Background: an optimization exercise with open tools, aiming at small area, a short achievable clock period and few clock cycles per item. Do not read the settings as production practice. At most, simulation tests tie the RTL to the original design; equivalence was not proved.

==> flow/design.v (excerpt) <==
module gpcf (
    input  wire        clk,
    input  wire        rst,
    input  wire [4:0]  cfg_size,
    input  wire        cfg_white_sets,
    input  wire        cfg_reject_b2_bit3,
    input  wire        in_valid,
    output wire        in_ready,
    input  wire [2:0]  in_op,
    input  wire [31:0] in_data,
    input  wire [2:0]  in_kind,
    input  wire        in_seq,
    input  wire        in_ack,
    input  wire        in_colour,
    input  wire [7:0]  in_x,
    input  wire [7:0]  in_y,
    output reg         o_valid,
    output reg  [3:0]  o_ev,
    output reg  [1:0]  o_abort,
    output reg  [1:0]  o_status,
    output wire [7:0]  o_byte,
    output wire [31:0] o_frame,
    output wire [2:0]  o_kind,
    output wire [9:0]  o_value,
    output wire        o_seq,
    output wire        o_ack,
    output wire        o_colour,
    output wire [7:0]  o_x,
    output wire [7:0]  o_y
);
Size: roughly 940 cells after synthesis, ~120 flip-flops, ~7200 um^2 of cells after synthesis.
export LEC_CHECK = 0
export ABC_AREA = 1
export CAP_MARGIN = 20
export CORE_MARGIN = 2
export CORE_UTILIZATION = 70
export CTS_BUF_LIST = sky130_fd_sc_hd__clkbuf_8
export SLEW_MARGIN = 20
create_clock -name core_clock -period 17.0 [get_ports {clk}]
standard.sh (not shown) runs the stock make flow with config.mk's settings and CLKGATE_MAP_FILE= SYNTH_SCRIPT=/design/flow/synth_recipe.tcl, a recipe that flattens the netlist after the stock synthesis.
==> flow/flow/run.sh <==
#!/bin/bash
# Standard synthesis and layout (the standard.sh), with single-drive
# port buffers and timing repair aimed beyond the constraint's slack.
set -euo pipefail
export BUFFER_PORTS_ARGS="-buffer_cell sky130_fd_sc_hd__buf_1"
export SETUP_SLACK_MARGIN=12.5
bash standard.sh synth > synth.log 2>&1
bash standard.sh > layout.log 2>&1
The starting point went through all stages and came out clean.
Testbench counts at the start, summed over its fixed seeds: cycles 32,016, items 32,000.
Next try:
--- a/flow/design.v
+++ b/flow/design.v
@@ -314,32 +314,33 @@
         if (r2_ev == EV_UNPACK) begin
             st3       = v_stat;
             neg3      = v_zero;
             w3[18:14] = v_zero ? 5'h1F : vr0;
             w3[4:0]   = v_zero ? 5'h1F : vq;
         end
     end
     reg [22:0] ow;
-    reg        ohi, oneg;
+    reg        ohi, oneg, oneg_xy;    
     always @(posedge clk) begin
         o_valid  <= r2_valid && !rst;
         o_ev     <= r2_ev;
         o_abort  <= r2_ab;
         o_status <= st3;
         ow       <= w3;
         ohi      <= r2_hi;
         oneg     <= neg3;
+        oneg_xy  <= neg3;
     end
     wire [1:0] of0 = ow[22:21];
     wire [6:0] of1 = ow[20:14];
     wire [6:0] of2 = ow[13:7];
     wire [6:0] of3 = ow[6:0];
     assign o_frame  = {{6{oneg}}, of0, ohi, of1, ohi, of2, ohi, of3};
     assign o_byte   = {ohi, of3};
     assign o_kind   = of2[6:4];
     assign o_value  = {of2[2:0], of3};
     assign o_seq    = of0[0];
     assign o_ack    = of0[1];
     assign o_colour = of1[5];
-    assign o_x      = {{3{oneg}}, of1[4:0]};
-    assign o_y      = {{3{oneg}}, of3[4:0]};
+    assign o_x      = {{3{oneg_xy}}, of1[4:0]};
+    assign o_y      = {{3{oneg_xy}}, of3[4:0]};
 endmodule
After rerunning: The changed run finished with timing, DRC and antenna clean. Flip-flop and latch count is unchanged. Synthesized cell count is unchanged. Maximum frequency stays the same. Cell count is unchanged. Design area stays the same.
For the second run of this note, only the layout was checked, not whether the RTL still works.

* * *

## job 102
Another version of the RTL of gpcf (not shown whole).
For scale: roughly 1000 cells after synthesis, about 120 flip-flops, about 150 I/O pins, ~7700 sq um of cells after synthesis.
Settings: LEC_CHECK=0, ABC_AREA=1, CAP_MARGIN=20, CORE_MARGIN=2, CORE_UTILIZATION=55, CTS_BUF_LIST=sky130_fd_sc_hd__clkbuf_8, SLEW_MARGIN=20; clock period 17.0 ns.
Scripts as last shown in full above: flow/flow/run.sh
Job 102 ran to completion and came out clean on the timing, design-rule and antenna checks.
Changes in job 105 relative to job 102:
--- a/flow/design.v
+++ b/flow/design.v
@@ -220,17 +220,18 @@
     wire [4:0] py = r1_w[13:9];
     wire       p_cbit = r1_w[22];
     wire       p_pass = r1_w[21];
     wire       px_ge, py_ge;
     gpcf_cmp #(5) u_cx (.a(px), .b(size_q), .z(1'b0), .ge(px_ge));
     gpcf_cmp #(5) u_cy (.a(py), .b(size_q), .z(1'b0), .ge(py_ge));
     wire       p_in   = !r1_f && !px_ge && !py_ge;
     wire [1:0] p_stat = !size_ok ? 2'd1 : (p_pass || p_in) ? 2'd0 : 2'd2;
-    wire [8:0] p_row  = py * size_q;
+    wire [8:0] p_pos  = py * size_q + px + 9'd1;
+    wire [9:0] p_val  = {p_cbit, p_pass ? 9'd0 : p_pos};
     wire [8:0] up  = {r1_w[8:7], r1_w[6:0]};
     wire [5:0] uz;                         
     assign uz[0] = 1'b1;
     genvar gj;
     generate for (gj = 0; gj < 5; gj = gj + 1) begin : g_uz
         assign uz[gj+1] = uz[gj] & ~up[gj];
     end endgenerate
     wire       u_zero = uz[5] && (up[8:5] == 4'd0);
@@ -262,18 +263,17 @@
                 ev2 = EV_TERMINATED;
                 st2 = 2'd2;
             end
             EV_WIRE_PKT: w2[20:14] = sum;
             EV_WIRE_TALK: if (r1_f) w2[6:0] = 7'h3F;
             EV_DECODE: st2 = dstat;
             EV_PACK: begin
                 st2 = p_stat;
-                w2[22:14] = p_row;
-                w2[6:0]   = {p_cbit, p_pass, px};
+                {w2[9:7], w2[6:0]} = p_val;
             end
             EV_UNPACK: begin
                 w2[22:21] = ud[1:0];
                 w2[19:14] = {u_col, ur2};
                 w2[11:7]  = {u_ovf, u_zero, uq[4:2]};
             end
             default: ;
         endcase
@@ -287,22 +287,16 @@
     always @(posedge clk) begin
         r2_valid <= r1_valid && !rst;
         r2_ev    <= ev2;
         r2_ab    <= ab2;
         r2_st    <= st2;
         r2_w     <= w2;
         r2_hi    <= hi2;
     end
-    wire [8:0] q_row  = r2_w[22:14];
-    wire       q_cbit = r2_w[6];
-    wire       q_pass = r2_w[5];
-    wire [4:0] q_x    = r2_w[4:0];
-    wire [8:0] q_pos  = q_row + q_x + 9'd1;
-    wire [9:0] q_val  = {q_cbit, q_pass ? 9'd0 : q_pos};
     wire [4:0] v_r2   = r2_w[18:14];
     wire [1:0] v_d    = r2_w[22:21];
     wire       v_zero = r2_w[10];
     wire       v_ovf  = r2_w[11];
     wire [4:0] vq;
     wire [4:0] vr1, vr0;
     assign vq[4:2] = r2_w[9:7];
     gpcf_dstep #(6) u_s1 (.a({v_r2, v_d[1]}), .s(size_q), .c(vq[1]), .r(vr1));
@@ -312,20 +306,17 @@
     wire [1:0] v_stat = !size_ok ? 2'd1 : v_zero ? 2'd0 : (v_ovf || vq_ge) ? 2'd2 : 2'd0;
     reg [1:0]  st3;
     reg [22:0] w3;
     reg        neg3;
     always @(*) begin
         st3  = r2_st;
         w3   = r2_w;
         neg3 = 1'b0;
-        if (r2_ev == EV_PACK) begin
-            w3[9:7] = q_val[9:7];
-            w3[6:0] = q_val[6:0];
-        end else if (r2_ev == EV_UNPACK) begin
+        if (r2_ev == EV_UNPACK) begin
             st3       = v_stat;
             neg3      = v_zero;
             w3[18:14] = v_zero ? 5'h1F : vr0;
             w3[4:0]   = v_zero ? 5'h1F : vq;
         end
     end
     reg [22:0] ow;
     reg        ohi, oneg;
- Job 105 completed every stage of the flow, and the final layout passed the timing, design-rule and antenna checks.
- Job 102 did not stop at any stage, and its layout met the timing, design-rule and antenna checks.
- The share of the cycle needed by the critical path after routing was comparable across job 105 and job 102.
- On share of cell area taken by flip-flops and latches: between job 105 and job 102, it ends up higher for job 105.
- The cell with the largest stage delay on the worst path comes out sky130_fd_sc_hd__dfxtp_4 in one run and sky130_fd_sc_hd__dfxtp_1 in the other, namely in job 105 and job 102 respectively.
- Higher largest driver fanout on the critical path goes to job 105 over job 102.
- Die area (job 105 vs. job 102) decreases by a few percent
- [compare] base=job 102 new=job 105: worst-case clock skew -0.0034 ns, number of violations of the max-capacitance limit ~0 delta, number of ordinary and repair buffers in the finished layout +4.7%, worst hold slack after final layout ~0 delta.
- What job 102 reported for count of multi-input combinational gates has to be multiplied by 0.938 to get the figure for job 105.
- Start point of the critical path: oneg -> job 105, ow[2] -> job 102
- Job 105 vs. job 102: global-route wire length before repair went down by 2.7 mm.
- Against job 102, job 105 comes in 8.2% lower on power.
- Of job 105 and job 102, the lower overall routing resource usage belongs to job 105.
- Cmp job 105 and job 102 / slack of the critical path / lower: job 102
No run of this note included a check of the RTL's function; only the layout flow was run.

==> static timing again, ports no longer ideal <==
How much do the figures lean on ideal ports? The routed layouts below were timed once more, with nothing changed but the port constraints.
Step 1 sets driving cells, clkbuf_16 on the clock port and buf_2 on the other inputs (assumed; they add their load-dependent delay and slew).
Step 2 adds t to the input delays and takes it off the output delays; t is the mean of the earliest and latest rising clock arrival at the registers after step 1. Input paths then give back, and output paths get back, about the clock's delay inside the block.
Three values: no drivers, after step 1, after step 2; two values: the first two.
run	shift t [ns]	setup slack, ns	worst setup path at the end	worst data-port slew with drivers (ns)
the first run of note 1	0.468	12.584 / 12.545 / 12.307	input to register	0.04
the second run of note 1	0.468	12.584 / 12.545 / 12.307	input to register	0.04
job 102	0.479	12.589 / 12.550 / 12.209	input to register	0.04
job 105	0.485	12.598 / 12.561 / 12.290	input to register	0.03
After both steps setup and hold are still met in every run listed. The setup slack of job 102, which loses most, moves by -0.039 ns with the drivers and by -0.380 ns with both steps.
